This design comes from an exercise in tuning for small area, a short achievable clock period and few clock cycles per item on the open sky130 flow, not from production work. In this exercise RTL edits were held to simulation tests only and were not proved equivalent to the original. Power is estimated from default activity; no workload was simulated.

==> flow/design.v <==
module btc (
    input  wire        clk,
    input  wire        rst,         
    input  wire        in_valid,
    output wire        in_ready,
    input  wire [15:0] in_data,
    output wire        out_valid,
    input  wire        out_ready,
    output wire [15:0] out_data
);
    localparam QD = 8;                  
    localparam [2:0] S_OK      = 3'd0;
    localparam [2:0] S_ALREADY = 3'd1;
    localparam [2:0] S_FULL    = 3'd2;
    localparam [2:0] S_EMPTY   = 3'd3;
    localparam [2:0] S_INVCAP  = 3'd4;
    localparam [2:0] S_ILLEGAL = 3'd5;
    localparam [2:0] S_NOBUF   = 3'd6;
    function [7:0] stcode;
        input [2:0] s;
        begin
            case (s)
                S_ALREADY: stcode = 8'h04;
                S_FULL:    stcode = 8'h05;
                S_EMPTY:   stcode = 8'h06;
                S_INVCAP:  stcode = 8'h0B;
                S_ILLEGAL: stcode = 8'h0C;
                S_NOBUF:   stcode = 8'h0D;
                default:   stcode = 8'h00;
            endcase
        end
    endfunction
    localparam [2:0] K_SIMPLE = 3'd0;   
    localparam [2:0] K_FREERB = 3'd1;   
    localparam [2:0] K_RBPOP  = 3'd2;   
    localparam [2:0] K_RBBULK = 3'd3;   
    localparam [2:0] K_TBRB   = 3'd4;   
    localparam [2:0] K_FREETB = 3'd5;   
    localparam [2:0] K_TBPOP  = 3'd6;   
    localparam [2:0] K_TBPEEK = 3'd7;   
    localparam DW = 12;                 
    localparam NQ = 2;                  
    reg [15:0] rbm [0:15];
    reg [15:0] tbm0 [0:15];
    reg [15:0] tbm1 [0:15];
    reg [15:0] tbm2 [0:15];
    reg [15:0] tbm3 [0:15];
    reg        rb_present, tb_present;
    reg  [4:0] rb_c, tb_c;              
    reg  [3:0] rb_h, rb_w, tb_h, tb_w;  
    reg  [4:0] rb_occ, tb_occ;          
    reg  [4:0] rb_pend, tb_pend;        
    reg  [4:0] rb_pf, tb_pf;            
    reg [15:0] f0, f1;
    reg        f0_z, f1_z;              
    reg        f0_hz, f1_hz;            
    reg  [1:0] fcnt;
    reg        in_ready_r;
    assign in_ready = in_ready_r;
    wire in_fire = in_valid & in_ready_r;
    wire fv = (fcnt != 2'd0);
    wire [15:0] x = f0;                 
    wire in_z  = (in_data == 16'd0);
    wire in_hz = (in_data[15:5] == 11'd0);
    localparam [1:0] P_HI = 2'd0, P_LO = 2'd1, P_PAY = 2'd2;
    reg  [1:0] pst;
    reg [15:0] pay_left;
    reg        pay_last;
    reg  [1:0] pidx;
    reg  [3:0] cmd;
    reg        legal_hi;
    reg        need_imm0;
    reg        is_n, is_q;
    localparam [3:0] C_RB_ALLOC = 4'd0, C_RB_FREE = 4'd1, C_RB_PUSH = 4'd2,
                     C_RB_POP = 4'd3, C_RB_RBULK = 4'd4, C_RB_WBULK = 4'd5,
                     C_RB_LEN = 4'd6, C_TB_ALLOC = 4'd8, C_TB_FREE = 4'd9,
                     C_TB_PUSH = 4'd10, C_TB_POP = 4'd11, C_TB_PEEK = 4'd12,
                     C_TB_RBULK = 4'd13, C_TB_LEN = 4'd14, C_NONE = 4'd15;
    reg [3:0] hi_cmd;
    reg       hi_known, hi_h;
    always @(*) begin
        hi_known = 1'b1;
        hi_h     = 1'b0;
        hi_cmd   = C_NONE;
        case (x[15:8])
            8'h10: hi_cmd = C_RB_ALLOC;
            8'h11: begin hi_cmd = C_RB_FREE;  hi_h = 1'b1; end
            8'h12: hi_cmd = C_RB_PUSH;
            8'h13: begin hi_cmd = C_RB_POP;   hi_h = 1'b1; end
            8'h14: hi_cmd = C_RB_RBULK;
            8'h15: hi_cmd = C_RB_WBULK;
            8'h16: begin hi_cmd = C_RB_LEN;   hi_h = 1'b1; end
            8'h20: hi_cmd = C_TB_ALLOC;
            8'h21: begin hi_cmd = C_TB_FREE;  hi_h = 1'b1; end
            8'h22: begin hi_cmd = C_TB_PUSH;  hi_h = 1'b1; end
            8'h23: begin hi_cmd = C_TB_POP;   hi_h = 1'b1; end
            8'h24: begin hi_cmd = C_TB_PEEK;  hi_h = 1'b1; end
            8'h25: begin hi_cmd = C_TB_RBULK; hi_h = 1'b1; end
            8'h26: begin hi_cmd = C_TB_LEN;   hi_h = 1'b1; end
            default: hi_known = 1'b0;
        endcase
    end
    reg [DW-1:0] q [0:QD-1];
    reg [QD:0]   qv;                    
    reg [24:0] nq [0:NQ-1];
    reg [NQ:0] nqv;
    wire [DW-1:0] hd = q[0];
    wire [2:0]  a_kind = hd[2:0];
    wire [4:0]  a_val  = hd[7:3];
    wire [3:0]  a_ptr  = hd[11:8];
    wire        a_cf   = (a_kind == K_TBRB);
    wire [2:0]  a_st   = (a_kind == K_SIMPLE) ? a_ptr[2:0] : S_OK;
    wire [19:0] a_n    = a_cf ? nq[0][19:0] : {5'd1, 5'd1, 5'd1, 5'd1};
    wire        a_tb   = a_kind[2];
    reg  [4:0]  a_fr;
    always @(*) begin
        case (a_kind)
            K_FREERB, K_RBBULK, K_FREETB: a_fr = a_val;
            K_RBPOP, K_TBPOP:             a_fr = 5'd1;
            K_TBRB:                       a_fr = nq[0][24:20];
            default:                      a_fr = 5'd0;
        endcase
    end
    wire        a_v    = qv[0];
    reg  [2:0] a_ph;                    
    reg  [1:0] a_lane;
    reg  [4:0] a_cnt;
    reg [15:0] a_rd;                    
    reg  [3:0] a_lo;                    
    reg [15:0] o0, o1;
    reg  [1:0] ocnt;
    reg        ov;
    assign out_data  = o0;
    assign out_valid = ov;
    wire o_pop = ov & out_ready;
    wire adv = ~ocnt[1];                
    reg        e_enq;
    reg  [2:0] e_kind;
    reg  [4:0] e_val;
    reg  [3:0] e_ptr;
    reg        e_nq;                    
    reg        e_tb;                    
    reg  [4:0] e_fr;                    
    wire legal = legal_hi & ~(need_imm0 & ~f0_z);
    wire bad_cap = f0_z | ~f0_hz | (x[4] & (x[3:0] != 4'd0));
    wire rb_full  = (rb_occ == rb_c);
    wire rb_empty = (rb_occ == 5'd0);
    wire tb_full  = (tb_occ == tb_c);
    wire tb_empty = (tb_occ == 5'd0);
    wire [5:0] rb_use = {1'b0, rb_occ} + {1'b0, rb_pend};
    wire [5:0] tb_use = {1'b0, tb_occ} + {1'b0, tb_pend};
    wire rb_room = ~rb_use[5] & ~rb_use[4];
    wire tb_room = ~tb_use[5] & ~tb_use[4];
    wire [4:0] rb_free = rb_c - rb_occ;
    wire [4:0] rb_k  = (f0_hz && x[4:0] < rb_occ)  ? x[4:0] : rb_occ;    
    wire [4:0] wb_k  = (f0_hz && x[4:0] < rb_free) ? x[4:0] : rb_free;   
    wire [4:0] tb_np = (f0_hz && x[4:0] < tb_occ)  ? x[4:0] : tb_occ;    
    reg        wb_on;                   
    reg  [4:0] wb_left;
    reg        tp_on;                   
    reg        tr_on;                   
    reg [14:0] tr_n;                    
    reg  [4:0] tr_m;                    
    reg        tr_fin;                  
    wire [4:0] tr_ml = (f0_hz && x[4:0] < tr_m) ? x[4:0] : tr_m;
    wire [4:0] tr_mnext = (pidx == 2'd0) ? tb_np : tr_ml;
    wire q_full = qv[QD-1];
    wire rbw_lo  = (pst == P_LO) & (cmd == C_RB_PUSH) & legal_hi & rb_present & ~rb_full;
    wire rbw_pay = (pst == P_PAY) & wb_on & (wb_left != 5'd0);
    wire e_rbw = rbw_lo | rbw_pay;
    wire e_tbw = (pst == P_PAY) & tp_on;
    wire rb_we = fv & e_rbw & rb_room;
    wire tb_we = fv & e_tbw & tb_room;
    always @(*) begin
        e_enq  = 1'b0;
        e_kind = K_SIMPLE;
        e_val  = 5'd0;
        e_ptr  = {1'b0, S_OK};
        e_nq   = 1'b0;
        e_tb   = cmd[3];
        e_fr   = 5'd0;
        if (pst == P_LO) begin
            e_enq = 1'b1;
            if (!legal) begin
                e_ptr = {1'b0, S_ILLEGAL};
            end else begin
                case (cmd)
                    C_RB_ALLOC:
                        if (rb_present)   e_ptr = {1'b0, S_ALREADY};
                        else if (bad_cap) e_ptr = {1'b0, S_INVCAP};
                    C_RB_FREE:
                        if (!rb_present) e_ptr = {1'b0, S_NOBUF};
                        else begin
                            e_kind = K_FREERB;
                            e_val  = rb_occ;
                            e_fr   = rb_occ;
                        end
                    C_RB_PUSH:
                        if (!rb_present)  e_ptr = {1'b0, S_NOBUF};
                        else if (rb_full) e_ptr = {1'b0, S_FULL};
                    C_RB_POP:
                        if (!rb_present)   e_ptr = {1'b0, S_NOBUF};
                        else if (rb_empty) e_ptr = {1'b0, S_EMPTY};
                        else begin
                            e_kind = K_RBPOP;
                            e_ptr  = rb_h;
                            e_fr   = 5'd1;
                        end
                    C_RB_RBULK:
                        if (!rb_present) e_ptr = {1'b0, S_NOBUF};
                        else begin
                            e_kind = K_RBBULK;
                            e_val  = rb_k;
                            e_ptr  = rb_h;
                            e_fr   = rb_k;
                        end
                    C_RB_WBULK:
                        if (!rb_present) e_ptr = {1'b0, S_NOBUF};
                        else e_val = wb_k;
                    C_RB_LEN:
                        if (!rb_present) e_ptr = {1'b0, S_NOBUF};
                        else e_val = rb_occ;
                    C_TB_ALLOC:
                        if (tb_present)   e_ptr = {1'b0, S_ALREADY};
                        else if (bad_cap) e_ptr = {1'b0, S_INVCAP};
                    C_TB_FREE:
                        if (!tb_present) e_ptr = {1'b0, S_NOBUF};
                        else begin
                            e_kind = K_FREETB;
                            e_val  = tb_occ;
                            e_fr   = tb_occ;
                        end
                    C_TB_PUSH:
                        if (!tb_present)  e_ptr = {1'b0, S_NOBUF};
                        else if (tb_full) e_ptr = {1'b0, S_FULL};
                    C_TB_POP, C_TB_PEEK:
                        if (!tb_present)   e_ptr = {1'b0, S_NOBUF};
                        else if (tb_empty) e_ptr = {1'b0, S_EMPTY};
                        else begin
                            e_kind = (cmd == C_TB_POP) ? K_TBPOP : K_TBPEEK;
                            e_ptr  = tb_h;
                            e_fr   = (cmd == C_TB_POP) ? 5'd1 : 5'd0;
                        end
                    C_TB_RBULK:
                        if (!tb_present) e_ptr = {1'b0, S_NOBUF};
                        else e_enq = 1'b0;       
                    C_TB_LEN:
                        if (!tb_present) e_ptr = {1'b0, S_NOBUF};
                        else e_val = tb_occ;
                    default: e_ptr = {1'b0, S_ILLEGAL};
                endcase
            end
        end else if (pst == P_PAY && tr_on && pidx == 2'd3) begin
            e_enq  = 1'b1;
            e_nq   = 1'b1;
            e_kind = K_TBRB;
            e_ptr  = tb_h;
            e_tb   = 1'b1;
            e_fr   = tr_ml;
        end
    end
    wire e_stall = (e_enq & q_full) | (e_nq & nqv[NQ-1]) | (e_rbw & ~rb_room) | (e_tbw & ~tb_room);
    wire e_go = fv & ~e_stall;
    wire e_push = e_go & e_enq;
    wire [DW-1:0] e_desc = {e_ptr, e_val, e_kind};
    wire [24:0] e_cnt = {tr_ml, tb_np, tr_n};
    wire [4:0] an0 = a_n[4:0], an1 = a_n[9:5], an2 = a_n[14:10], an3 = a_n[19:15];
    wire [3:0] nz = {an3 != 5'd0, an2 != 5'd0, an1 != 5'd0, an0 != 5'd0};
    reg  [3:0] nz_after;
    always @(*) begin
        case (a_lane)
            2'd0: nz_after = {nz[3:1], 1'b0};
            2'd1: nz_after = {nz[3:2], 2'b0};
            2'd2: nz_after = {nz[3], 3'b0};
            default: nz_after = 4'b0;
        endcase
    end
    wire [3:0] nz_sel = (a_ph == 3'd4) ? nz_after : nz;
    wire       nl_any = (nz_sel != 4'b0);
    wire [1:0] nl     = nz_sel[0] ? 2'd0 : nz_sel[1] ? 2'd1 : nz_sel[2] ? 2'd2 : 2'd3;
    reg  [4:0] n_nl;
    always @(*) begin
        case (nl)
            2'd0: n_nl = an0;
            2'd1: n_nl = an1;
            2'd2: n_nl = an2;
            default: n_nl = an3;
        endcase
    end
    reg [4:0] n_lane;
    always @(*) begin
        case (a_lane)
            2'd0: n_lane = an0;
            2'd1: n_lane = an1;
            2'd2: n_lane = an2;
            default: n_lane = an3;
        endcase
    end
    wire [15:0] ptr_oh = 16'd1 << a_ptr;
    wire [15:0] rb_sel = (a_ph == 3'd0) ? ptr_oh : a_rd;
    reg [15:0] rb_rd, tb_rd;
    integer j;
    always @(*) begin
        rb_rd = 16'd0;
        tb_rd = 16'd0;
        for (j = 0; j < 16; j = j + 1) begin
            rb_rd = rb_rd | ({16{rb_sel[j]}} & rbm[j]);
            tb_rd = tb_rd | ({16{a_lo[0] & a_rd[j]}} & tbm0[j])
                          | ({16{a_lo[1] & a_rd[j]}} & tbm1[j])
                          | ({16{a_lo[2] & a_rd[j]}} & tbm2[j])
                          | ({16{a_lo[3] & a_rd[j]}} & tbm3[j]);
        end
    end
    reg [15:0] g_word;
    reg        g_last;
    always @(*) begin
        g_word = 16'd0;
        g_last = 1'b0;
        case (a_ph)
            3'd0: g_word = (a_kind == K_RBPOP) ? rb_rd :
                           (a_kind == K_SIMPLE || a_kind == K_RBBULK) ? {11'd0, a_val} : 16'd0;
            3'd1: begin
                g_word = {8'h00, stcode(a_st)};
                g_last = ~a_kind[2] & ((a_kind != K_RBBULK) | (a_val == 5'd0))
                       | (a_kind == K_FREETB);
            end
            3'd2: begin
                g_word = {11'd0, n_lane};
                g_last = (a_lane == 2'd3) && !nl_any;
            end
            3'd3: begin
                g_word = rb_rd;
                g_last = (a_cnt == 5'd1);
            end
            default: begin
                g_word = tb_rd;
                g_last = (a_cnt == 5'd1) && !nl_any;
            end
        endcase
    end
    wire a_step = a_v & adv;
    wire a_done = a_step & g_last;
    wire f_pop = e_go;
    wire [1:0] fcnt_next = fcnt + {1'b0, in_fire} - {1'b0, f_pop};
    wire [1:0] ocnt_next = ocnt + {1'b0, a_step} - {1'b0, o_pop};
    always @(posedge clk) begin
        if ((in_fire & ~f_pop & (fcnt == 2'd0)) | (in_fire & f_pop & (fcnt == 2'd1))) begin
            f0    <= in_data;
            f0_z  <= in_z;
            f0_hz <= in_hz;
        end else if (f_pop) begin
            f0    <= f1;
            f0_z  <= f1_z;
            f0_hz <= f1_hz;
        end
        if (in_fire & ((fcnt == 2'd1 & ~f_pop) | (fcnt == 2'd2))) begin
            f1    <= in_data;
            f1_z  <= in_z;
            f1_hz <= in_hz;
        end
        if ((a_step & ~o_pop & (ocnt == 2'd0)) | (a_step & o_pop & (ocnt == 2'd1)))
            o0 <= g_word;
        else if (o_pop)
            o0 <= o1;
        if (a_step & ((ocnt == 2'd1 & ~o_pop) | (ocnt == 2'd2)))
            o1 <= g_word;
    end
    integer i;
    always @(posedge clk) begin
        if (rst) begin
            fcnt       <= 2'd0;
            in_ready_r <= 1'b0;
            pst        <= P_HI;
            wb_on      <= 1'b0;
            tp_on      <= 1'b0;
            tr_on      <= 1'b0;
            tr_fin     <= 1'b0;
            rb_present <= 1'b0;
            tb_present <= 1'b0;
            rb_occ     <= 5'd0;
            tb_occ     <= 5'd0;
            rb_pend    <= 5'd0;
            tb_pend    <= 5'd0;
            rb_pf      <= 5'd0;
            tb_pf      <= 5'd0;
            rb_h       <= 4'd0;
            rb_w       <= 4'd0;
            tb_h       <= 4'd0;
            tb_w       <= 4'd0;
            qv         <= {(QD+1){1'b0}};
            a_ph       <= 3'd0;
            ov         <= 1'b0;
            ocnt       <= 2'd0;
        end else begin
            fcnt       <= fcnt_next;
            in_ready_r <= (fcnt_next != 2'd2);
            ocnt <= ocnt_next;
            ov   <= (ocnt_next != 2'd0);
            tr_fin <= 1'b0;
            if (tr_fin) begin
                tb_h   <= tb_h + tr_m[3:0];
                tb_occ <= tb_occ - tr_m;
            end
            if (e_go) begin
                case (pst)
                    P_HI: begin
                        cmd       <= hi_cmd;
                        legal_hi  <= hi_known & (x[7:0] == 8'd0);
                        need_imm0 <= hi_h;
                        is_n      <= (x[15:8] == 8'h15) || (x[15:8] == 8'h31);
                        is_q      <= (x[15:8] == 8'h22) || (x[15:8] == 8'h25)
                                  || (x[15:8] == 8'h33) || (x[15:8] == 8'h34);
                        pst       <= P_LO;
                    end
                    P_LO: begin
                        pay_left <= is_n ? x : 16'd4;
                        pay_last <= is_n ? (x == 16'd1) : 1'b0;
                        pidx     <= 2'd0;
                        pst      <= ((is_n & ~f0_z) | is_q) ? P_PAY : P_HI;
                        wb_on    <= legal & (cmd == C_RB_WBULK) & rb_present;
                        wb_left  <= wb_k;
                        tp_on    <= legal & (cmd == C_TB_PUSH) & tb_present & ~tb_full;
                        tr_on    <= legal & (cmd == C_TB_RBULK) & tb_present;
                        if (legal) begin
                            case (cmd)
                                C_RB_ALLOC:
                                    if (!rb_present && !bad_cap) begin
                                        rb_present <= 1'b1;
                                        rb_c       <= x[4:0];
                                        rb_occ     <= 5'd0;
                                    end
                                C_RB_FREE:
                                    if (rb_present) begin
                                        rb_present <= 1'b0;
                                        rb_occ     <= 5'd0;
                                        rb_h       <= rb_w;
                                    end
                                C_RB_PUSH:
                                    if (rb_present && !rb_full) begin
                                        rb_w   <= rb_w + 4'd1;
                                        rb_occ <= rb_occ + 5'd1;
                                    end
                                C_RB_POP:
                                    if (rb_present && !rb_empty) begin
                                        rb_h   <= rb_h + 4'd1;
                                        rb_occ <= rb_occ - 5'd1;
                                    end
                                C_RB_RBULK:
                                    if (rb_present) begin
                                        rb_h   <= rb_h + rb_k[3:0];
                                        rb_occ <= rb_occ - rb_k;
                                    end
                                C_TB_ALLOC:
                                    if (!tb_present && !bad_cap) begin
                                        tb_present <= 1'b1;
                                        tb_c       <= x[4:0];
                                        tb_occ     <= 5'd0;
                                    end
                                C_TB_FREE:
                                    if (tb_present) begin
                                        tb_present <= 1'b0;
                                        tb_occ     <= 5'd0;
                                        tb_h       <= tb_w;
                                    end
                                C_TB_POP:
                                    if (tb_present && !tb_empty) begin
                                        tb_h   <= tb_h + 4'd1;
                                        tb_occ <= tb_occ - 5'd1;
                                    end
                                default: ;
                            endcase
                        end
                    end
                    default: begin  
                        pay_left <= pay_left - 16'd1;
                        pay_last <= (pay_left == 16'd2);
                        pidx     <= pidx + 2'd1;
                        if (pay_last)
                            pst <= P_HI;
                        if (e_rbw) begin
                            wb_left <= wb_left - 5'd1;
                            rb_w    <= rb_w + 4'd1;
                            rb_occ  <= rb_occ + 5'd1;
                        end
                        if (tp_on && pidx == 2'd3) begin
                            tb_w   <= tb_w + 4'd1;
                            tb_occ <= tb_occ + 5'd1;
                        end
                        if (tr_on) begin
                            case (pidx)
                                2'd0: tr_n[4:0]   <= tb_np;
                                2'd1: tr_n[9:5]   <= tb_np;
                                2'd2: tr_n[14:10] <= tb_np;
                                default: ;
                            endcase
                            tr_m <= tr_mnext;
                            if (pidx == 2'd3)
                                tr_fin <= 1'b1;
                        end
                    end
                endcase
            end
            rb_pf <= (e_push & ~e_tb) ? e_fr : 5'd0;
            tb_pf <= (e_push & e_tb) ? e_fr : 5'd0;
            rb_pend <= rb_pend + rb_pf - ((a_done & ~a_tb) ? a_fr : 5'd0);
            tb_pend <= tb_pend + tb_pf - ((a_done & a_tb) ? a_fr : 5'd0);
            qv <= qv_next;
            if (a_done)
                a_ph <= 3'd0;
            else if (a_step) begin
                case (a_ph)
                    3'd0: a_ph <= 3'd1;
                    3'd1: begin
                        a_rd <= ptr_oh;
                        if (a_kind == K_RBBULK) begin
                            a_ph  <= 3'd3;
                            a_cnt <= a_val;
                        end else if (a_cf) begin
                            a_ph   <= 3'd2;
                            a_lane <= 2'd0;
                            a_lo   <= 4'b0001;
                        end else begin
                            a_ph   <= 3'd4;
                            a_lane <= 2'd0;
                            a_lo   <= 4'b0001;
                            a_cnt  <= 5'd1;
                        end
                    end
                    3'd2: begin
                        if (a_lane == 2'd3) begin
                            a_ph   <= 3'd4;
                            a_lane <= nl;
                            a_lo   <= 4'b0001 << nl;
                            a_cnt  <= n_nl;
                        end else begin
                            a_lane <= a_lane + 2'd1;
                            a_lo   <= {a_lo[2:0], a_lo[3]};
                        end
                    end
                    3'd3: begin
                        a_rd  <= {a_rd[14:0], a_rd[15]};
                        a_cnt <= a_cnt - 5'd1;
                    end
                    default: begin
                        if (a_cnt == 5'd1) begin
                            a_rd   <= ptr_oh;
                            a_lane <= nl;
                            a_lo   <= 4'b0001 << nl;
                            a_cnt  <= n_nl;
                        end else begin
                            a_rd  <= {a_rd[14:0], a_rd[15]};
                            a_cnt <= a_cnt - 5'd1;
                        end
                    end
                endcase
            end
        end
    end
    wire [QD:0] qv_sh = a_done ? {1'b0, qv[QD:1]} : qv;
    wire [QD:0] qv_ins  = qv_sh ^ {qv_sh[QD-1:0], 1'b1};    
    wire [QD:0] qv_next = qv_sh | (e_push ? qv_ins : {(QD+1){1'b0}});
    always @(posedge clk) begin
        for (i = 0; i < QD; i = i + 1) begin
            if (e_push && qv_ins[i])
                q[i] <= e_desc;
            else if (a_done && i < QD-1)
                q[i] <= q[(i < QD-1) ? i+1 : i];
        end
    end
    wire        nq_pop = a_done & a_cf;
    wire [NQ:0] nqv_sh  = nq_pop ? {1'b0, nqv[NQ:1]} : nqv;
    wire [NQ:0] nqv_ins = nqv_sh ^ {nqv_sh[NQ-1:0], 1'b1};
    always @(posedge clk) begin
        if (rst)
            nqv <= {(NQ+1){1'b0}};
        else
            nqv <= nqv_sh | ((e_push & e_nq) ? nqv_ins : {(NQ+1){1'b0}});
        for (i = 0; i < NQ; i = i + 1) begin
            if (e_push && e_nq && nqv_ins[i])
                nq[i] <= e_cnt;
            else if (nq_pop && i < NQ-1)
                nq[i] <= nq[(i < NQ-1) ? i+1 : i];
        end
    end
    always @(posedge clk) begin
        if (rb_we)
            rbm[rb_w] <= x;
        if (tb_we) begin
            case (pidx)
                2'd0: tbm0[tb_w] <= x;
                2'd1: tbm1[tb_w] <= x;
                2'd2: tbm2[tb_w] <= x;
                default: tbm3[tb_w] <= x;
            endcase
        end
    end
endmodule
==> flow/flow/run.sh <==
#!/bin/bash
set -euo pipefail
bash standard.sh \
  SETUP_SLACK_MARGIN=9 \
  "BUFFER_PORTS_ARGS=-buffer_cell sky130_fd_sc_hd__buf_4" \
  "CTS_ARGS=-sink_clustering_enable -repair_clock_nets -sink_clustering_size 24 -buf_list sky130_fd_sc_hd__clkbuf_8 -dont_use_dummy_load" \
  finish > standard_flow.log 2>&1
==> flow/standard.sh <==
#!/bin/bash
# synth_recipe.tcl (not shown) runs the flow's synth.tcl, then flattens the netlist and writes it again
# the make line also repeats each setting of config.mk as NAME=value (left out here)
make -C /OpenROAD-flow-scripts/flow DESIGN_CONFIG=/design/flow/config.mk WORK_HOME=/design/flow/orfs CLKGATE_MAP_FILE= SYNTH_SCRIPT=/design/flow/synth_recipe.tcl "${@:-finish}"
==> flow/config.mk <==
export PLATFORM = sky130hd
export DESIGN_NAME = btc
export DESIGN_NICKNAME = btc
export VERILOG_FILES = /design/flow/design.v
export SDC_FILE = /design/flow/constraint.sdc
export NUM_CORES = 4
export LEC_CHECK = 0
export CAP_MARGIN = 20
export CORE_MARGIN = 2
export CORE_UTILIZATION = 30
export SLEW_MARGIN = 20
==> flow/constraint.sdc <==
create_clock -name core_clock -period 12.5 [get_ports {clk}]
set_input_delay 2.5000 -clock core_clock [delete_from_list [all_inputs] [get_ports {clk}]]
set_output_delay 2.5000 -clock core_clock [all_outputs]
set_load 0.01 [all_outputs]
==> notes.md, run 1 <==
status=timing/DRC/antenna clean; die height=478 um; buffers plus inverters on the worst setup path=1; commonest non-fill, non-tap cell in the layout=edfxtp_1; Most used DFF post-synth=edfxtp_1; asr flop ratio synth=0%; DIE WIDTH=478 um; aggregate routed wire length=232 mm; layout cells sized above 1=23.3%; Final Hold Fails=0; Pwr Total=13.1 mW; worst vdd ir=0.190 mV; CTS Buf Count=285; Post-synth EDFFs=1583; endpoints failing setup=0; Leak Pwr=25.7 nW; placer congestion estimate=0.889; syn_nets=4506; Worst setup SP type=flip-flop; DR vias=44600; synth-to-layout area growth=18.4%; PD cells=164 mW/mm2; Min Clock Period, post-route=4.22 ns; Critical Path Sink Type=output pin; Hold WC Path Type=flip-flop to flip-flop; switching share of power=27.9%; fin nets=4916; first-pass GRT wire length=317 mm; clock tree buffer depth=4; Final Non-Filler Cells=7774; hold slack final=0.441 ns; FF+latch area=0.0492 mm2; leading area contributor after synthesis=edfxtp_1; CTS tree=yes; synth warn=3; max cap viols=0; P_int=9.46 mW; CP max FO=1; wire per inst=29.8 um; Inst Count DP=7276; Syn Area/Cell=15.4 um2; cells after synthesis=4385; Initial Utilization=30.2%; clock sink count=1664; worst slew pin tran=1.30 ns; DRC Markers=0; Unique masters post-synth=89; Worst EP required=10.00 ns; IO Port Bufs=37; post-synth top area share=70.6%; floorplan row count=173; later-pin clock latency in the skew report=1.07 ns; Setup Skew=0.142 ns; vias in the first global route=41800; filler cell count=20800; sequential power share=52.8%; clock-pin transition on the worst setup and hold timing paths=0.07 ns; IO Count=38; CORE AREA=0.223 mm2; critical-path cell with the highest stage delay=edfxtp_1; Die ar.=0.228 mm2; Tot GR Track Use=19.2%; antenna violations before repair=13; Final period util=33.8%; Comb power frac=16.7%; Initial DRC Count=7406; Largest stage delay, worst path=0.50 ns; FF+latch count, synth=1664; register area share after synthesis=73.0%; CP Class=flip-flop to output pin; largest net degree at the start of global routing=88; total congestion overflow=0; drt via density=5.74; HPWL after DPL=128 mm; synthesized cell area=0.0674 mm2; Clock H-tree levels=5; most frequent cells in the layout=1583 x edfxtp_1, 306 x a22oi_1, 285 x clkbuf_8; fmax=0.237 GHz; sw power=3.65 mW; WP data arrival=1.72 ns; area taken by multi-input logic gates=0.0186 mm2; synth top area cells=edfxtp_1 71%, a22oi_1 3.5%, dfxtp_1 2.4%, mux2_2 2.3%, ha_1 1.6%; critical path, cell by cell=buf_6; Largest delay share family, worst path=flip-flops; clock share of power=30.5%; Slew Limit Fails=0; Final ANT Viol Nets=0; drt first pass iters=9; Post-CTS Hold Buffers=0; Worst slew margin=13.3%; total negative slack=0 ns; RSZ-0062 raised after global routing=yes; clock root buffer=clkbuf_8
==> repair_timing <==
action	CTS	global route
setup buffers	90	95
endpoints found under the setup margin	1092	279
gates resized for setup	231	139
cloned	7	15
pin swaps	47	63
==> routing by layer <==
layer / up-vias / routed length (um) / track usage (%)
met2: 3152 / 102000 / 28.9
li1: 18300 / - / -
met3: 555 / 28500 / 4.60
met4: 8 / 10600 / 7.77
met1: 22600 / 90300 / 26.4
met5: - / 44 / 0
==> flip-flops by register name, summed over array words and instances (netlist names), 50 cells and up, named ones only <==
name	count
rbm	256
tbm0	256
tbm1	256
tbm2	256
tbm3	256
q	96
nq	50
==> cells by family (layout without fill, tap and decap cells) <==
family          after synthesis  after routing  synth area share (%)
xor+xnor                     68             68                 0.884
fa+ha+maj                   101            101                  2.02
compound gates             1071           1072                  11.9
buf+inv                     372            775                  2.14
other cells                   0              6                     0
flops                      1664           1664                  73.0
mux                         207            207                  3.46
simple gates                902            906                  6.62
==> area by class of cell <==
cell class              instances  area share [%]
well taps                    2975            4.67
clock buffers                 285            4.92
repair buffers                375            4.78
inverters                     115           0.598
multi-input cells            2354            23.4
flip-flops and latches       1664            61.7
diodes                          6          0.0188
==> worst paths after layout <==
check	startpoint	endpoint	slack (ns)	cells past startpoint
min reg2reg	tr_n[1]	nq[1][1]	0.44	0
min	tr_n[1]	nq[1][1]	0.44	0
max	o0[4]	out_data[4]	8.28	1
max reg2reg	nq[0][11]	rb_pend[4]	8.45	19
==> power by group through the flow <==
stage | clock (mW) | sequential (mW) | combinational, mW
detailed placement | 0 | 7.05 | 1.82
global placement | 0 | 7.05 | 1.77
CTS | 4.04 | 6.92 | 2.01
global route | 4.26 | 6.93 | 2.29
floorplan | 0 | 7.29 | 0.755
finish | 3.99 | 6.92 | 2.19
==> Yosys cell counts, drive strengths merged, types with 11 or more instances <==
library cell  count
inv             111
a21oi           115
a221oi           94
o22ai            30
nor2b            22
or3              13
a32oi            38
fa               13
or4              11
nand2           218
and2             40
nor2            223
nor4             27
nor3             41
a31oi            40
a32o             11
or2              13
and3             26
ha               88
xor2             26
nand4            53
mux2            158
o211ai           11
clkbuf          189
xnor2            42
mux2i            49
o21ai           113
edfxtp         1583
a22o            102
nand3           147
a22oi           312
o21a             11
a21o             21
dfxtp            81
nand2b           20
a222oi           67
buf              68
==> worst register-to-register path: stages, from the launching register on <==
cell and delay [ns]:
edfxtp_1 0.43, or4_1 0.56, or3_4 0.36, a22oi_2 0.19, a31oi_4 0.14, buf_6 0.15
or2_4 0.24, buf_12 0.14, a211oi_4 0.22, ha_4 0.25, inv_2 0.06, ha_4 0.12
inv_2 0.04, fa_2 0.34, inv_1 0.07, a21o_1 0.12, a21oi_1 0.07, xnor2_1 0.18
xnor2_1 0.14, nor2_1 0.05
==> stage by stage <==
stage	utilization, %	cell area, um2	setup WS, ns
floorplan	-	67900	8.10
global placement	32.5	72300	7.36
detailed placement	32.5	72300	7.26
CTS	35.1	78200	8.19
global route	35.8	79800	8.21
finish	35.8	79800	8.28
Testbench counts, summed over its fixed seeds: cycles 13,444, items 3,281.
==> run 2, diff against run 1 <==
--- a/flow/design.v
+++ b/flow/design.v
@@ -259,7 +259,9 @@
             e_fr   = tr_ml;
         end
     end
-    wire e_stall = (e_enq & q_full) | (e_nq & nqv[NQ-1]) | (e_rbw & ~rb_room) | (e_tbw & ~tb_room);
+    wire tr_last = (pst == P_PAY) & tr_on & (pidx == 2'd3);
+    wire e_stall = (q_full & ((pst == P_LO) | tr_last)) | (nqv[NQ-1] & tr_last)
+                 | (e_rbw & ~rb_room) | (e_tbw & ~tb_room);
     wire e_go = fv & ~e_stall;
     wire e_push = e_go & e_enq;
     wire [DW-1:0] e_desc = {e_ptr, e_val, e_kind};
@@ -393,7 +395,7 @@
             ocnt       <= 2'd0;
         end else begin
             fcnt       <= fcnt_next;
-            in_ready_r <= (fcnt_next != 2'd2);
+            in_ready_r <= ~(~f_pop & (fcnt[1] | (fcnt[0] & in_valid)));
             ocnt <= ocnt_next;
             ov   <= (ocnt_next != 2'd0);
             tr_fin <= 1'b0;
==> notes.md, run 2 <==
CP Class=flip-flop to output pin; cells after synthesis=4356 (-0.66%); clock-pin transition on the worst setup and hold timing paths=0.06 ns (about the same); Worst slew margin=19.3% (+5.9 points); r2r setup slk=8.72 ns (+0.27 ns); Inst Count DP=7246 (-0.41%); Final ANT Viol Nets=0 (unchanged); Initial DRC Count=6459 (-13%); Worst EP required=10.00 ns (about the same); CTS tree=yes; WP data arrival=1.59 ns (-0.13 ns); Worst Reg-to-Reg Cells=16 (-3); later-pin clock latency in the skew report=1.05 ns (-0.02 ns); aggregate routed wire length=243 mm (+4.9%); synth top area cells=edfxtp_1 70%, a22oi_1 3.1%, dfxtp_1 2.4%, a22o_1 1.7%, mux2_2 1.7%; synth warn=3 (unchanged); worst vdd ir=0.153 mV (-20%); CTS Buf Count=295 (+3.5%); total negative slack=0 ns (unchanged); vias in the first global route=42900 (+2.6%); clock tree buffer depth=4 (unchanged); synthesized cell area=0.0676 mm2 (+0.33%); syn_nets=4475 (-0.69%); Min Clock Period, post-route=4.09 ns (-0.132 ns); crit path launch=o0[5]; status=timing/DRC/antenna clean; DIE WIDTH=479 um (+0.17%); worst reg2reg path endpoint=rb_pend[4]; fmax=0.245 GHz (+3.2%); Final Hold Fails=0 (unchanged); leading area contributor after synthesis=edfxtp_1; CP max FO=1 (unchanged); Final period util=32.7% (-1.1 points); antenna violations before repair=9 (-4); Largest delay share family, worst path=flip-flops; FF+latch count, synth=1664 (unchanged); critical path, cell by cell=buf_6; Post-synth EDFFs=1583 (unchanged); most numerous cell in the Yosys netlist=edfxtp_1; Die ar.=0.229 mm2 (+0.33%); floorplan row count=174 (+0.58%); Critical Path Sink Type=output pin; layout cells sized above 1=25.1% (+1.8 points); Post-CTS Hold Buffers=0 (unchanged); Clock H-tree levels=5 (unchanged); clock sink count=1664 (unchanged); Initial Utilization=30.1% (-0.13 points); Most used DFF post-synth=edfxtp_1; die height=479 um (+0.17%); critical-path cell with the highest stage delay=edfxtp_1; drt via density=5.74 (about the same); Largest stage delay, worst path=0.40 ns (-0.10 ns); synth-to-layout area growth=20.2%; Leak Pwr=26.1 nW (+1.3%); asr flop ratio synth=0% (unchanged); wire per inst=31.2 um (+4.7%); DRC Markers=0 (unchanged); placer congestion estimate=1.03 (+16%); top cells by count, synth=1583 x edfxtp_1, 276 x a22oi_1, 219 x nor2_1; RSZ-0062 raised after global routing=yes; IO Port Bufs=37 (unchanged); DR vias=44700 (+0.19%); PD cells=178 mW/mm2 (+8.4%); Hold WC Path Type=flip-flop to flip-flop; Tot GR Track Use=20.4% (+1.2 points); largest net degree at the start of global routing=82 (-6.8%); fin nets=4912 (-0.081%); hold slack final=0.439 ns (-0.00153 ns); CORE AREA=0.224 mm2 (+0.77%); clock root buffer=clkbuf_8; reg2reg start=q[0][1]; first-pass GRT wire length=335 mm (+5.6%); post-synth top area share=70.3% (-0.24 points); Syn Area/Cell=15.5 um2 (+1.0%); buffers plus inverters on the worst setup path=1 (unchanged); cell count along the critical path=1 (unchanged); register area share after synthesis=72.7% (-0.24 points); Final Non-Filler Cells=7788 (+0.18%); endpoints failing setup=0 (unchanged); worst setup path end=out_data[5]; most frequent cells in the layout=1583 x edfxtp_1, 295 x clkbuf_8, 266 x a22oi_1; total congestion overflow=0 (unchanged); HPWL after DPL=146 mm (+14%); Slew Limit Fails=0 (unchanged); Setup Skew=0.0828 ns (-0.0595 ns); Worst setup SP type=flip-flop; IO Count=38 (unchanged); drt first pass iters=8 (-1); worst slew pin tran=1.21 ns (-0.0886 ns); max cap viols=0 (unchanged); Unique masters post-synth=93 (+4.5%); commonest non-fill, non-tap cell in the layout=edfxtp_1
## run 2: worst min-delay path by stage
| stage | startpoint | end | slack (ns) | cells past startpoint |
|---|---|---|---|---|
| 2_1_floorplan | tr_n[0] | nq[1][0] | 0.43 | 0 |
| 3_3_place_gp | tr_n[9] | nq[1][9] | 0.43 | 0 |
| 3_5_place_dp | tr_n[13] | nq[1][13] | 0.44 | 0 |
| 5_1_grt | tr_n[3] | nq[1][3] | 0.46 | 0 |
| 6_report | tr_n[14] | nq[1][14] | 0.44 | 0 |
| 4_1_cts | tr_n[14] | nq[1][14] | 0.45 | 0 |
## run 2: worst reg2reg max path: cells and delay by family (launching register included)
family	cells	cell delay [ns]
buf+inv	3	0.30
fa+ha+maj	2	0.81
xor+xnor	2	0.29
compound gates	4	0.51
flops	1	0.46
simple gates	5	1.30
## run 2: layout make-up
class / instances / area [um2]
Clock buffer: 295 / 4060
Fill cell: 20800 / 143000
Sequential cell: 1664 / 49200
Timing Repair inverter: 1 / 7.51
Multi-Input combinational cell: 2317 / 19200
Antenna cell: 5 / 12.5
Inverter: 116 / 455
Timing Repair Buffer: 398 / 4540
Tap cell: 2992 / 3740
## run 2: timing repair
action	CTS	global route
gates cloned	10	7
setup endpoints to repair	1791	1095
pin swaps	89	110
setup buffers	122	102
gates resized for setup	377	113
## run 2: cell families after synthesis
group / synth area share, %
buffers and inverters: 2.20
muxes: 3.39
adders and majority gates: 1.98
AOI/OAI and AO/OA: 12.2
DFF: 72.7
and+or+nand+nor: 6.58
xor gates and xnor gates: 0.920
## run 2: per-stage QoR
stage | power [mW] | utilization [%] | setup WS, ns | area [um2]
final | 14.5 | 36.2 | 8.41 | 81200
after global routing | 14.9 | 36.2 | 8.35 | 81200
after CTS | 14.3 | 35.3 | 8.32 | 79200
after detailed placement | 9.99 | 32.2 | 7.23 | 72200
after global placement | 9.94 | 32.1 | 7.18 | 72200
after floorplan | 8.69 | - | 8.26 | 68100
## run 2: power by group
group	switching [mW]	total, mW	internal (mW)
Sequential	0.166	7.16	6.99
Combinational	2.23	3.18	0.952
Clock	2.04	4.12	2.08
## run 2: metal layers
metal  vias up  GRT usage, %  share of wire (%)
met4         6          11.2                6.5
met5         -             0              0.019
met3       638          5.38                 11
li1      18300             -                  -
met2      3017          31.4                 45
met1     22700          26.1                 38
Testbench counts of run 2, summed over its fixed seeds: cycles 13,448, items 3,281.
==> run 3, diff against run 2 <==
--- a/flow/design.v
+++ b/flow/design.v
@@ -51,6 +51,7 @@
     reg  [4:0] rb_occ, tb_occ;          
     reg  [4:0] rb_pend, tb_pend;        
     reg  [4:0] rb_pf, tb_pf;            
+    reg  [4:0] rb_rl, tb_rl;            
     reg [15:0] f0, f1;
     reg        f0_z, f1_z;              
     reg        f0_hz, f1_hz;            
@@ -385,6 +386,8 @@
             tb_pend    <= 5'd0;
             rb_pf      <= 5'd0;
             tb_pf      <= 5'd0;
+            rb_rl      <= 5'd0;
+            tb_rl      <= 5'd0;
             rb_h       <= 4'd0;
             rb_w       <= 4'd0;
             tb_h       <= 4'd0;
@@ -504,8 +507,10 @@
             end
             rb_pf <= (e_push & ~e_tb) ? e_fr : 5'd0;
             tb_pf <= (e_push & e_tb) ? e_fr : 5'd0;
-            rb_pend <= rb_pend + rb_pf - ((a_done & ~a_tb) ? a_fr : 5'd0);
-            tb_pend <= tb_pend + tb_pf - ((a_done & a_tb) ? a_fr : 5'd0);
+            rb_rl <= (a_done & ~a_tb) ? a_fr : 5'd0;
+            tb_rl <= (a_done & a_tb) ? a_fr : 5'd0;
+            rb_pend <= rb_pend + rb_pf - rb_rl;
+            tb_pend <= tb_pend + tb_pf - tb_rl;
             qv <= qv_next;
             if (a_done)
                 a_ph <= 3'd0;
==> flow/flow/run.sh (replaced) <==
#!/bin/bash
set -euo pipefail
bash standard.sh \
  SETUP_SLACK_MARGIN=9 \
  "BUFFER_PORTS_ARGS=-buffer_cell sky130_fd_sc_hd__buf_4" \
  "CTS_ARGS=-sink_clustering_enable -repair_clock_nets -dont_use_dummy_load" \
  finish > standard_flow.log 2>&1
==> notes.md, run 3 <==
IO Count=38 (unchanged); area taken by multi-input logic gates=0.0189 mm2 (-1.5%); CP max FO=1 (unchanged); DIE WIDTH=478 um (-0.14%); top cells by count, synth=1583 x edfxtp_1, 335 x a22oi_1, 238 x nor2_1; commonest non-fill, non-tap cell in the layout=edfxtp_1; total congestion overflow=0 (unchanged); drt via density=5.70 (-0.62%); die height=478 um (-0.14%); max cap viols=0 (unchanged); placer congestion estimate=0.916 (-11%); Clock H-tree levels=4 (-1); clock-pin transition on the worst setup and hold timing paths=0.06 ns (about the same); Min Clock Period, post-route=3.82 ns (-0.268 ns); critical-path cell with the highest stage delay=edfxtp_1; Unique masters post-synth=89 (-4.3%); largest net degree at the start of global routing=88 (+7.3%); RSZ-0062 raised after global routing=yes; HPWL after DPL=131 mm (-11%); Largest delay share family, worst path=flip-flops; Post-Synth Adder-Cell Area=2.02% (+0.039 points); FF+latch count, synth=1674 (+0.60%); layout cells sized above 1=20.7% (-4.3 points); Worst setup SP type=flip-flop; aggregate routed wire length=225 mm (-7.3%); FF+latch area=0.0494 mm2 (+0.41%); Post-Synth Simple-Gate Area=6.51% (-0.065 points); leading area contributor after synthesis=edfxtp_1; Pwr Total=13.4 mW (-7.2%); status=timing/DRC/antenna clean; critical path, cell by cell=buf_6; IO Port Bufs=37 (unchanged); xor-xnor portion of the synthesized cell area=0.910% (-0.010 points); Slew Limit Fails=0 (unchanged); Initial DRC Count=6404 (-0.85%); buffers plus inverters on the worst setup path=1 (unchanged); Final Core Density=36.1% (-0.12 points); syn_nets=4528 (+1.2%); largest family of logic cells by synthesized area=compound AO/OA/AOI/OAI gates; register area share after synthesis=73.2% (+0.50 points); filler cell count=20700 (-0.61%); critical hold path startpoint=tr_n[0]; synth-to-layout area growth=19.2%; Post-synth EDFFs=1583 (unchanged); CORE AREA=0.223 mm2 (-0.77%); Inst Count DP=7310 (+0.88%); synth warn=3 (unchanged); Hold WC Path Type=flip-flop to flip-flop; total negative slack=0 ns (unchanged); synth top area cells=edfxtp_1 71%, a22oi_1 3.7%, dfxtp_1 2.7%, ha_1 1.6%, mux2_1 1.6%; Final period util=30.6% (-2.1 points); floorplan row count=173 (-0.57%); Largest stage delay, worst path=0.42 ns (+0.02 ns); Final Non-Filler Cells=7661 (-1.6%); Initial Utilization=30.3% (+0.15 points); reg2reg start=q[0][0]; most numerous cell in the Yosys netlist=edfxtp_1; Final ANT Viol Nets=0 (unchanged); Worst EP required=10.00 ns (about the same); Leak Pwr=26.2 nW (+0.52%); wire per inst=29.4 um (-5.7%); CTS Buf Count=172 (-42%); clock root buffer=clkbuf_16; Most used DFF post-synth=edfxtp_1; mux cell area share after synthesis=3.18% (-0.20 points); antenna violations before repair=7 (-2); Worst slew margin=15.9% (-3.3 points); endpoints failing setup=0 (unchanged); clock sink count=1674 (+0.60%); vias in the first global route=42000 (-2.3%); worst slew pin tran=1.26 ns (+0.0498 ns); cells after synthesis=4408 (+1.2%); WP data arrival=1.32 ns (-0.27 ns); Critical Path Sink Type=output pin; post-synth top area share=70.5% (+0.20 points); later-pin clock latency in the skew report=0.83 ns (-0.22 ns); worst vdd ir=0.253 mV (+66%); asr flop ratio synth=0% (unchanged); Tot GR Track Use=18.7% (-1.6 points); CTS tree=yes; crit path launch=o0[13]; first-pass GRT wire length=313 mm (-6.4%); PD cells=167 mW/mm2 (-6.1%); Setup Skew=0.110 ns (+0.0275 ns); clock tree buffer depth=3 (-1); fin nets=4802 (-2.2%); Final Hold Fails=0 (unchanged); synthesized cell area=0.0674 mm2 (-0.28%); CP Class=flip-flop to output pin; most frequent cells in the layout=1583 x edfxtp_1, 334 x a22oi_1, 249 x buf_4; Die ar.=0.228 mm2 (-0.28%); Synth Area in Compound Gates=11.9% (-0.26 points); DR vias=43700 (-2.2%); Syn Area/Cell=15.3 um2 (-1.5%); drt first pass iters=9 (+1); DRC Markers=0 (unchanged); fmax=0.262 GHz (+7.0%)
==> run 3: what timing repair did <==
item,4_1_cts,5_1_grt
hold buffers,0,0
buffers inserted,76,70
gates resized for setup,198,211
endpoints found under the setup margin,1788,446
pin swaps,39,66
gates cloned,7,20
==> run 3: final cells by class <==
| type | instances | area share [%] |
|---|---|---|
| inverter | 116 | 0.587 |
| antenna | 6 | 0.0187 |
| timing repair inverter | 1 | 0.00623 |
| clock buffer | 172 | 5.36 |
| timing repair buffer | 349 | 4.34 |
| multi-input combinational | 2368 | 23.6 |
| sequential | 1674 | 61.5 |
| tap | 2975 | 4.63 |
==> run 3: power breakdown <==
group	internal (mW)	leakage, nW	switching (mW)
Combinational	0.556	9.06	1.55
Clock	2.40	2.12	1.97
Sequential	6.85	15.0	0.115
Total	9.80	26.2	3.63
==> run 3: logic make-up after synthesis <==
group,count (synthesis)
buffers and inverters,378
adder cells (fa/ha/maj),101
multiplexers,192
flip-flops,1674
AO/OA/AOI/OAI,1085
AND/OR/NAND/NOR,908
XOR/XNOR,70
==> run 3: path summary, 6_finish.rpt <==
path                                     end  slack (ns)  cells past startpoint
worst max-delay path            out_data[13]        8.68                      1
worst min-delay path                nq[1][0]        0.45                      0
worst max register to register       q[4][7]        8.81                     13
worst min register to register      nq[1][0]        0.45                      0
==> run 3: stage by stage <==
step                      hold WS [ns]  setup WS [ns]  area, um2
after floorplan                  0.419           8.30      68100
after global placement           0.431           7.58      72400
after detailed placement         0.435           7.63      72500
after CTS                        0.449           8.60      78500
after global routing             0.467           8.61      80300
final                            0.453           8.68      80300
==> run 3: layer usage <==
metal | GRT usage [%] | share of wire, % | vias up
li1 | - | - | 18100
met1 | 24.8 | 38 | 22100
met2 | 29.6 | 46 | 2871
met3 | 4.16 | 11 | 540
met4 | 7.91 | 4.9 | 6
met5 | 0 | 0.015 | -
==> run 3: worst register-to-register path: cells and delay by family, from the launching register on <==
kind                   cells  cell delay, ns
AO/OA/AOI/OAI              3            0.56
buffers and inverters      5            0.80
flip-flops                 1            0.46
multiplexers               1            0.32
AND/OR/NAND/NOR            4            1.28
Testbench counts of run 3, summed over its fixed seeds: cycles 13,462, items 3,281.
==> run 4, diff against run 3 <==
==> flow/flow/run.sh (replaced) <==
#!/bin/bash
set -euo pipefail
bash standard.sh \
  SETUP_SLACK_MARGIN=9.5 \
  "BUFFER_PORTS_ARGS=-buffer_cell sky130_fd_sc_hd__buf_4" \
  "CTS_ARGS=-sink_clustering_enable -repair_clock_nets -dont_use_dummy_load" \
  finish > standard_flow.log 2>&1
==> notes.md, run 4 <==
vias in the first global route=43500 (+3.7%); IO Port Bufs=37 (unchanged); Initial Utilization=30.3% (unchanged); DRC Markers=0 (unchanged); fin worst setup slack=8.56 ns (-0.119 ns); clock-pin transition on the worst setup and hold timing paths=0.07 ns (about the same); Syn Area/Cell=15.3 um2 (unchanged); RSZ-0062 raised after global routing=yes; PD cells=161 mW/mm2 (-3.4%); endpoints failing setup=0 (unchanged); antenna violations before repair=10 (+3); fmax=0.254 GHz (-3.0%); Final Core Density=38.7% (+2.7 points); most numerous cell in the Yosys netlist=edfxtp_1; Min Clock Period, post-route=3.94 ns (+0.119 ns); later-pin clock latency in the skew report=0.83 ns (about the same); register area share after synthesis=73.2% (unchanged); CORE AREA=0.223 mm2 (unchanged); HPWL after DPL=135 mm (+3.2%); commonest non-fill, non-tap cell in the layout=edfxtp_1; total congestion overflow=0 (unchanged); drt first pass iters=6 (-3); Final Hold Fails=0 (unchanged); critical-path cell with the highest stage delay=edfxtp_1; worst vdd ir=0.179 mV (-29%); wire per inst=31.2 um (+6.0%); CTS Buf Count=171 (-0.58%); first-pass GRT wire length=337 mm (+7.5%); Setup Skew=0.109 ns (-0.000850 ns); CTS tree=yes; aggregate routed wire length=247 mm (+9.6%); Hold WC Path Type=flip-flop to flip-flop; Worst EP required=10.00 ns (about the same); CP max FO=1 (unchanged); Final ANT Viol Nets=0 (unchanged); cells after synthesis=4408 (unchanged); floorplan row count=173 (unchanged); Largest delay share family, worst path=flip-flops; top cells by count, synth=1583 x edfxtp_1, 335 x a22oi_1, 238 x nor2_1; Die ar.=0.228 mm2 (unchanged); IO Count=38 (unchanged); most frequent cells in the layout=1583 x edfxtp_1, 325 x buf_4, 323 x a22oi_1; worst slew pin tran=1.24 ns (-0.0248 ns); synthesized cell area=0.0674 mm2 (unchanged); Initial DRC Count=7396 (+15%); synth warn=3 (unchanged); clock sink count=1674 (unchanged); Slew Limit Fails=0 (unchanged); WP data arrival=1.44 ns (+0.12 ns); Clock H-tree levels=4 (unchanged); DR vias=46000 (+5.3%); layout cells sized above 1=29.4% (+8.7 points); Critical Path Sink Type=output pin; fin nets=5068 (+5.5%); largest net degree at the start of global routing=87 (-1.1%); critical path, cell by cell=buf_6; Tot GR Track Use=20.5% (+1.7 points); Unique masters post-synth=89 (unchanged); drt via density=5.80 (+1.8%); die height=478 um (unchanged); FF+latch count, synth=1674 (unchanged); Worst setup SP type=flip-flop; Most used DFF post-synth=edfxtp_1; clock tree buffer depth=3 (unchanged); Worst slew margin=17.6% (+1.7 points); clock root buffer=clkbuf_16; total negative slack=0 ns (unchanged); synth top area cells=edfxtp_1 71%, a22oi_1 3.7%, dfxtp_1 2.7%, ha_1 1.6%, mux2_1 1.6%; CP Class=flip-flop to output pin; Final period util=31.5% (+0.95 points); synth-to-layout area growth=28.0%; Post-synth EDFFs=1583 (unchanged); leading area contributor after synthesis=edfxtp_1; asr flop ratio synth=0% (unchanged); status=timing/DRC/antenna clean; post-synth top area share=70.5% (unchanged); max cap viols=0 (unchanged); Leak Pwr=28.5 nW (+8.9%); placer congestion estimate=0.933 (+1.9%); Largest stage delay, worst path=0.45 ns (+0.03 ns); worst slack, placed=7.48 ns (-0.155 ns); buffers plus inverters on the worst setup path=1 (unchanged); syn_nets=4528 (unchanged); DIE WIDTH=478 um (unchanged)
==> run 4: cell counts after synthesis <==
Identical to the previous run, type by type.
==> run 4: power breakdown <==
group          switching (mW)  internal, mW  total (mW)
sequential              0.120          6.84        6.96
clock                    1.97          2.38        4.36
combinational            1.79         0.818        2.60
==> run 4: logic make-up after synthesis <==
logic type / Yosys count / synth area share, %
AND/OR/NAND/NOR: 908 / 6.51
buffers and inverters: 378 / 2.20
AO/OA/AOI/OAI: 1085 / 11.9
adder cells (fa/ha/maj): 101 / 2.02
XOR/XNOR: 70 / 0.910
flip-flops: 1674 / 73.2
multiplexers: 192 / 3.18
==> run 4: final timing paths <==
path | slack [ns] | to | cells after the start | from
setup / recovery | 8.56 | out_data[15] | 1 | o0[15]
hold reg to reg | 0.45 | nq[1][3] | 0 | tr_n[3]
setup reg to reg | 8.89 | q[5][4] | 14 | rb_c[1]
hold / removal | 0.45 | nq[1][3] | 0 | tr_n[3]
==> run 4: final cells by class <==
type	count	area, um2
Inverter	116	472
Timing Repair Buffer	602	7390
Sequential cell	1674	49400
Multi-Input combinational cell	2381	21000
Timing Repair inverter	2	25.0
Antenna cell	2	5.00
Fill cell	20100	136000
Clock buffer	171	4280
Tap cell	2975	3720
==> run 4: routing by layer <==
layer  wire length [um]  GRT usage (%)  share of wire [%]  vias to the layer above
met5                 43              0              0.017                        -
met4              14900           10.1                6.0                        6
met3              27800           4.56                 11                      627
met2             112000           32.0                 45                     3137
met1              92200           26.8                 37                    23600
li1                   -              -                  -                    18700
==> run 4: metrics by stage <==
step | hold slack [ns] | instance area (um2) | total power [mW] | cells
detailed placement | 0.435 | 73100 | 8.99 | 7283
floorplan | 0.427 | 69000 | 8.09 | 4408
global placement | 0.438 | 72800 | 8.95 | 7280
global route | 0.461 | 86200 | 14.3 | 7921
finish | 0.450 | 86200 | 13.9 | 7923
CTS | 0.455 | 84000 | 13.7 | 7802
==> run 4: repair_timing <==
| action | CTS | global route |
|---|---|---|
| gates cloned | 50 | 21 |
| pin swaps | 180 | 150 |
| hold buffers | 0 | 0 |
| setup endpoints to repair | 1849 | 661 |
| buffers inserted | 298 | 97 |
| gates resized for setup | 572 | 225 |
==> run 5, diff against run 4 <==
==> flow/flow/run.sh (replaced) <==
#!/bin/bash
set -euo pipefail
bash standard.sh \
  SETUP_SLACK_MARGIN=9.2 \
  "BUFFER_PORTS_ARGS=-buffer_cell sky130_fd_sc_hd__buf_4" \
  "CTS_ARGS=-sink_clustering_enable -repair_clock_nets -dont_use_dummy_load" \
  finish > standard_flow.log 2>&1
==> notes.md, run 5 <==
FF+latch count, synth=1674 (unchanged); wire per inst=29.4 um (-5.6%); clock sink count=1674 (unchanged); Worst Reg-to-Reg Cells=12 (-2); Setup Skew=0.0932 ns (-0.0163 ns); drt via density=5.70 (-1.8%); floorplan row count=173 (unchanged); hold depth=0 (unchanged); hold endpoint=nq[1][1]; first-pass GRT wire length=319 mm (-5.2%); filler cell count=20500 (+1.8%); fmax=0.248 GHz (-2.2%); HPWL after DPL=130 mm (-3.8%); DIE WIDTH=478 um (unchanged); Final period util=32.2% (+0.71 points); Clock H-tree levels=4 (unchanged); Initial DRC Count=7273 (-1.7%); Die ar.=0.228 mm2 (unchanged); asr flop ratio synth=0% (unchanged); antenna violations before repair=11 (+1); fin nets=4911 (-3.1%); most numerous cell in the Yosys netlist=edfxtp_1; later-pin clock latency in the skew report=0.83 ns (about the same); vias in the first global route=42800 (-1.7%); hold slack final=0.424 ns (-0.0266 ns); total negative slack=0 ns (unchanged); Most used DFF post-synth=edfxtp_1; Worst slew margin=23.7% (+6.1 points); post-synth top area share=70.5% (unchanged); switching share of power=27.2% (-0.70 points); buffers plus inverters on the worst setup path=1 (unchanged); CORE AREA=0.223 mm2 (unchanged); P_int=9.88 mW (-1.7%); RSZ-0062 raised after global routing=yes; Leak Pwr=27.1 nW (-4.9%); Worst EP required=10.00 ns (about the same); clock share of power=32.1% (+0.8 points); Comb power frac=16.7% (-2.0 points); layout cells sized above 1=24.5% (-4.9 points); area taken by multi-input logic gates=0.0197 mm2 (-5.9%); sequential power share=51.2% (+1.2 points); drt first pass iters=8 (+2); Final Core Density=37.0% (-1.7 points); CTS Buf Count=171 (unchanged); Syn Area/Cell=15.3 um2 (unchanged); IO Port Bufs=37 (unchanged); Hold WC Path Type=flip-flop to flip-flop; synth-to-layout area growth=22.2%; placer congestion estimate=0.928 (-0.63%); clock root buffer=clkbuf_16; worst vdd ir=0.173 mV (-3.2%); commonest non-fill, non-tap cell in the layout=edfxtp_1; Unique masters post-synth=89 (unchanged); endpoints failing setup=0 (unchanged); Final Hold Fails=0 (unchanged); leading area contributor after synthesis=edfxtp_1; max cap viols=0 (unchanged); Final ANT Viol Nets=0 (unchanged); aggregate routed wire length=229 mm (-7.5%); Initial Utilization=30.3% (unchanged); Tot GR Track Use=19.1% (-1.3 points); Post-synth EDFFs=1583 (unchanged); Min Clock Period, post-route=4.03 ns (+0.0883 ns); critical-path cell with the highest stage delay=edfxtp_1; r2r setup slk=8.89 ns (about the same); die height=478 um (unchanged); worst reg2reg path endpoint=q[1][3]; critical path, cell by cell=buf_6; status=timing/DRC/antenna clean; FF+latch area=0.0494 mm2 (about the same); synth top area cells=edfxtp_1 71%, a22oi_1 3.7%, dfxtp_1 2.7%, ha_1 1.6%, mux2_1 1.6%; Worst setup SP type=flip-flop; Slew Limit Fails=0 (unchanged); IO Count=38 (unchanged); CP Class=flip-flop to output pin; CTS tree=yes; clock tree buffer depth=3 (unchanged); reg2reg start=nq[0][11]; WP data arrival=1.53 ns (+0.09 ns); Largest delay share family, worst path=flip-flops; register area share after synthesis=73.2% (unchanged); DR vias=44200 (-3.8%); total congestion overflow=0 (unchanged); critical hold path startpoint=tr_n[1]; top cells by count, synth=1583 x edfxtp_1, 335 x a22oi_1, 238 x nor2_1; cells after synthesis=4408 (unchanged); worst slew pin tran=1.14 ns (-0.0911 ns); synthesized cell area=0.0674 mm2 (unchanged); most frequent cells in the layout=1583 x edfxtp_1, 333 x a22oi_1, 291 x buf_4; CP max FO=1 (unchanged); sw power=3.68 mW (-5.1%); DRC Markers=0 (unchanged); largest net degree at the start of global routing=90 (+3.4%); PD cells=165 mW/mm2 (+2.0%); synth warn=3 (unchanged); syn_nets=4528 (unchanged); Largest stage delay, worst path=0.53 ns (+0.08 ns); Critical Path Sink Type=output pin; clock-pin transition on the worst setup and hold timing paths=0.05 ns (-0.02 ns)
==> run 5: how the worst max path moves through the flow <==
stage                   start          end  cells past startpoint
finish                  o0[5]  out_data[5]                      1
global route            o0[8]  out_data[8]                      1
CTS                     o0[8]  out_data[8]                      1
detailed placement  rb_occ[1]    flip-flop                     17
global placement    rb_occ[1]    flip-flop                     17
floorplan            in_valid    flip-flop                     10
==> run 5: cell families after synthesis <==
group / Yosys count / share of synthesized area (%)
AOI/OAI and AO/OA: 1085 / 11.9
muxes: 192 / 3.18
buffers and inverters: 378 / 2.20
adders and majority gates: 101 / 2.02
and+or+nand+nor: 908 / 6.51
DFF: 1674 / 73.2
xor gates and xnor gates: 70 / 0.910
==> run 5: final cells by class <==
| class | count | share of cell area [%] |
|---|---|---|
| Clock buffer | 171 | 5.19 |
| Inverter | 116 | 0.576 |
| Antenna cell | 2 | 0.00608 |
| Sequential cell | 1674 | 60.0 |
| Tap cell | 2975 | 4.52 |
| Timing Repair Buffer | 448 | 5.79 |
| Timing Repair inverter | 1 | 0.00759 |
| Multi-Input combinational cell | 2379 | 23.9 |
==> run 5: metrics by stage <==
step | area [um2] | worst slack [ns] | power [mW] | instances
global placement | 72800 | 7.21 | 8.88 | 7310
finish | 82400 | 8.47 | 13.6 | 7766
CTS | 80500 | 8.40 | 13.4 | 7647
floorplan | 68700 | 8.30 | 8.06 | 4408
global route | 82400 | 8.42 | 13.9 | 7764
detailed placement | 72900 | 7.13 | 8.92 | 7310
==> run 5: power by group through the flow <==
stage | sequential, mW | combinational (mW) | clock, mW
5_1_grt | 6.95 | 2.38 | 4.60
3_3_place_gp | 7.07 | 1.81 | 0
2_1_floorplan | 7.32 | 0.742 | 0
3_5_place_dp | 7.07 | 1.85 | 0
6_report | 6.94 | 2.26 | 4.36
4_1_cts | 6.95 | 2.06 | 4.39
==> run 5: timing repair <==
action                                   CTS  global route
gates cloned                              25            12
hold endpoints to repair                   0             0
hold buffers                               0             0
pin swaps                                 82           100
endpoints found under the setup margin  1842           891
gates resized for setup                  348           171
setup buffers                            141           103
==> run 5: per-layer routing <==
layer	GRT usage (%)	up-vias	wire length, um
li1	-	18300	-
met1	25.0	22500	86100
met2	30.6	2847	106000
met3	4.07	510	24400
met4	8.55	10	11900
met5	0	-	64
==> run 6, diff against run 5 <==
==> flow/flow/run.sh (replaced) <==
#!/bin/bash
set -euo pipefail
bash standard.sh \
  SETUP_SLACK_MARGIN=9 \
  "BUFFER_PORTS_ARGS=-buffer_cell sky130_fd_sc_hd__buf_4" \
  "CTS_ARGS=-sink_clustering_enable -repair_clock_nets -dont_use_dummy_load -sink_clustering_size 22 -sink_clustering_max_diameter 80" \
  finish > standard_flow.log 2>&1
==> notes.md, run 6 <==
status=timing/DRC/antenna clean; Worst setup SP type=flip-flop; total congestion overflow=0 (unchanged); Largest delay share family, worst path=flip-flops; Final period util=30.5% (-1.7 points); top cells by count, synth=1583 x edfxtp_1, 335 x a22oi_1, 238 x nor2_1; critical-path cell with the highest stage delay=edfxtp_1; RSZ-0062 raised after global routing=yes; CORE AREA=0.223 mm2 (unchanged); r2r setup slk=8.92 ns (+0.03 ns); Cell Area, Placed=0.0725 mm2 (-0.54%); Hold WC Path Type=flip-flop to flip-flop; post-synth top area share=70.5% (unchanged); most numerous cell in the Yosys netlist=edfxtp_1; crit path launch=o0[13]; Most used DFF post-synth=edfxtp_1; Final Hold Fails=0 (unchanged); CP Class=flip-flop to output pin; Post-CTS Hold Buffers=0 (unchanged); Clock H-tree levels=3 (-1); Leak Pwr=25.2 nW (-6.9%); FF+latch count, synth=1674 (unchanged); Unique masters post-synth=89 (unchanged); total negative slack=0 ns (unchanged); leading area contributor after synthesis=edfxtp_1; synth top area cells=edfxtp_1 71%, a22oi_1 3.7%, dfxtp_1 2.7%, ha_1 1.6%, mux2_1 1.6%; clock sink count=1674 (unchanged); Initial Utilization=30.3% (unchanged); IO Count=38 (unchanged); DR vias=43400 (-1.8%); first-pass GRT wire length=310 mm (-2.9%); DIE WIDTH=478 um (unchanged); max cap viols=0 (unchanged); CTS Buf Count=95 (-44%); worst slew pin tran=1.21 ns (+0.0649 ns); Tot GR Track Use=18.5% (-0.62 points); Min Clock Period, post-route=3.81 ns (-0.215 ns); hold endpoint=nq[1][2]; worst vdd ir=0.251 mV (+45%); clock-pin transition on the worst setup and hold timing paths=0.09 ns (+0.04 ns); drt via density=5.73 (+0.60%); WP data arrival=1.31 ns (-0.22 ns); vias in the first global route=41400 (-3.2%); Critical Path Sink Type=output pin; cell area after layout=0.0784 mm2 (-4.9%); synth-to-layout area growth=16.3%; syn_nets=4528 (unchanged); drt first pass iters=8 (unchanged); critical path, cell by cell=buf_6; cells after synthesis=4408 (unchanged); later-pin clock latency in the skew report=0.75 ns (-0.08 ns); commonest non-fill, non-tap cell in the layout=edfxtp_1; synthesized cell area=0.0674 mm2 (unchanged); Worst slew margin=19.3% (-4.3 points); die height=478 um (unchanged); HPWL after DPL=131 mm (+0.80%); Final ANT Viol Nets=0 (unchanged); synth warn=3 (unchanged); hold depth=0 (unchanged); largest net degree at the start of global routing=88 (-2.2%); Post-synth EDFFs=1583 (unchanged); endpoints failing setup=0 (unchanged); IO Port Bufs=37 (unchanged); register area share after synthesis=73.2% (unchanged); layout cells sized above 1=19.4% (-5.1 points); asr flop ratio synth=0% (unchanged); reg2reg start=nq[0][6]; worst reg2reg path endpoint=q[1][0]; CTS tree=yes; Largest stage delay, worst path=0.44 ns (-0.09 ns); Syn Area/Cell=15.3 um2 (unchanged); floorplan row count=173 (unchanged); aggregate routed wire length=224 mm (-1.9%); Slew Limit Fails=0 (unchanged); critical hold path startpoint=tr_n[2]; Setup Skew=0.0781 ns (-0.0150 ns); Worst Reg-to-Reg Cells=11 (-1); Worst EP required=10.00 ns (about the same); clock root buffer=clkbuf_16; fin nets=4723 (-3.8%); Initial DRC Count=6380 (-12%); clock tree buffer depth=3 (unchanged); antenna violations before repair=8 (-3); placer congestion estimate=0.916 (-1.2%); DRC Markers=0 (unchanged); wire per inst=29.6 um (+0.54%); PD cells=155 mW/mm2 (-5.8%); buffers plus inverters on the worst setup path=1 (unchanged); fmax=0.262 GHz (+5.6%); Die ar.=0.228 mm2 (unchanged); most frequent cells in the layout=1583 x edfxtp_1, 333 x a22oi_1, 254 x buf_4; CP max FO=1 (unchanged)
==> run 6: kinds of logic after synthesis <==
group | after synthesis | share of synthesized area [%]
DFF | 1674 | 73.2
AOI/OAI and AO/OA | 1085 | 11.9
and+or+nand+nor | 908 | 6.51
buffers and inverters | 378 | 2.20
muxes | 192 | 3.18
adders and majority gates | 101 | 2.02
xor gates and xnor gates | 70 | 0.910
==> run 6: per-layer routing <==
| metal | up-vias | GRT usage, % | share of wire (%) |
|---|---|---|---|
| met4 | 8 | 7.46 | 4.8 |
| met3 | 498 | 4.26 | 11 |
| met1 | 22200 | 24.4 | 38 |
| met2 | 2797 | 29.5 | 46 |
| li1 | 17900 | - | - |
| met5 | - | 0 | 0.019 |
==> run 6: timing repair <==
action | CTS | global route
buffers inserted | 84 | 62
pin swaps | 45 | 62
setup endpoints to repair | 1788 | 535
resized for setup | 193 | 207
gates cloned | 7 | 17
==> run 6: final cells by class <==
cell class | instances | area [um2]
timing repair buffer | 351 | 3540
inverter | 116 | 473
antenna | 2 | 5.00
timing repair inverter | 1 | 5.00
sequential | 1674 | 49400
clock buffer | 95 | 2380
fill | 20900 | 144000
tap | 2975 | 3720
multi-input combinational | 2364 | 18900
==> run 6: power by group <==
part	switching [mW]	internal (mW)	total (mW)
combinational	1.56	0.558	2.11
clock	1.74	1.35	3.09
sequential	0.113	6.83	6.95
==> run 6: how the worst max path moves through the flow <==
| stage | to | cells after the start |
|---|---|---|
| global route | out_data[9] | 1 |
| finish | out_data[13] | 1 |
| CTS | out_data[9] | 1 |
| detailed placement | q[6][0] | 9 |
| global placement | tbm0[15][14] | 8 |
| floorplan | flip-flop | 10 |
==> run 6: metrics by stage <==
step	cells	worst slack [ns]	utilization [%]	power (mW)	hold slack (ns)
6_report	7578	8.69	35.2	12.1	0.432
5_1_grt	7576	8.62	35.2	12.5	0.436
4_1_cts	7496	8.61	34.4	12.1	0.414
3_5_place_dp	7310	7.63	32.5	8.93	0.435
3_3_place_gp	7308	7.58	32.5	8.89	0.431
2_1_floorplan	4408	8.30	-	8.04	0.419

## static timing again, ports no longer ideal
No port has a modelled driver above. Below, the same layouts with a new extraction and two added sets of constraints.
Step 1, drivers: a clkbuf_16 drives clk and a buf_2 each remaining input, both assumed.
Step 2 also shifts input and output timing later by t, the mid clock arrival at the registers, as if the neighbouring blocks saw the same clock.
a / b / c = no drivers / after step 1 / after step 2; a / b = the first two.
run | t (ns) | setup slack, ns | slew at the worst register clock pin (ns)
run 1 | 1.062 | 8.279 / 8.202 / 7.972 | 0.07 / 0.07
run 2 | 1.089 | 8.410 / 8.332 / 7.898 | 0.07 / 0.07
run 3 | 0.863 | 8.678 / 8.592 / 8.083 | 0.06 / 0.06
run 4 | 0.866 | 8.559 / 8.473 / 8.045 | 0.07 / 0.07
run 5 | 0.863 | 8.471 / 8.390 / 8.009 | 0.06 / 0.06
run 6 | 0.801 | 8.686 / 8.600 / 8.112 | 0.10 / 0.10
After both steps every run listed still meets setup and hold. For run 3, which loses most, drivers alone change the setup slack by -0.086 ns; drivers and shift together by -0.595 ns.
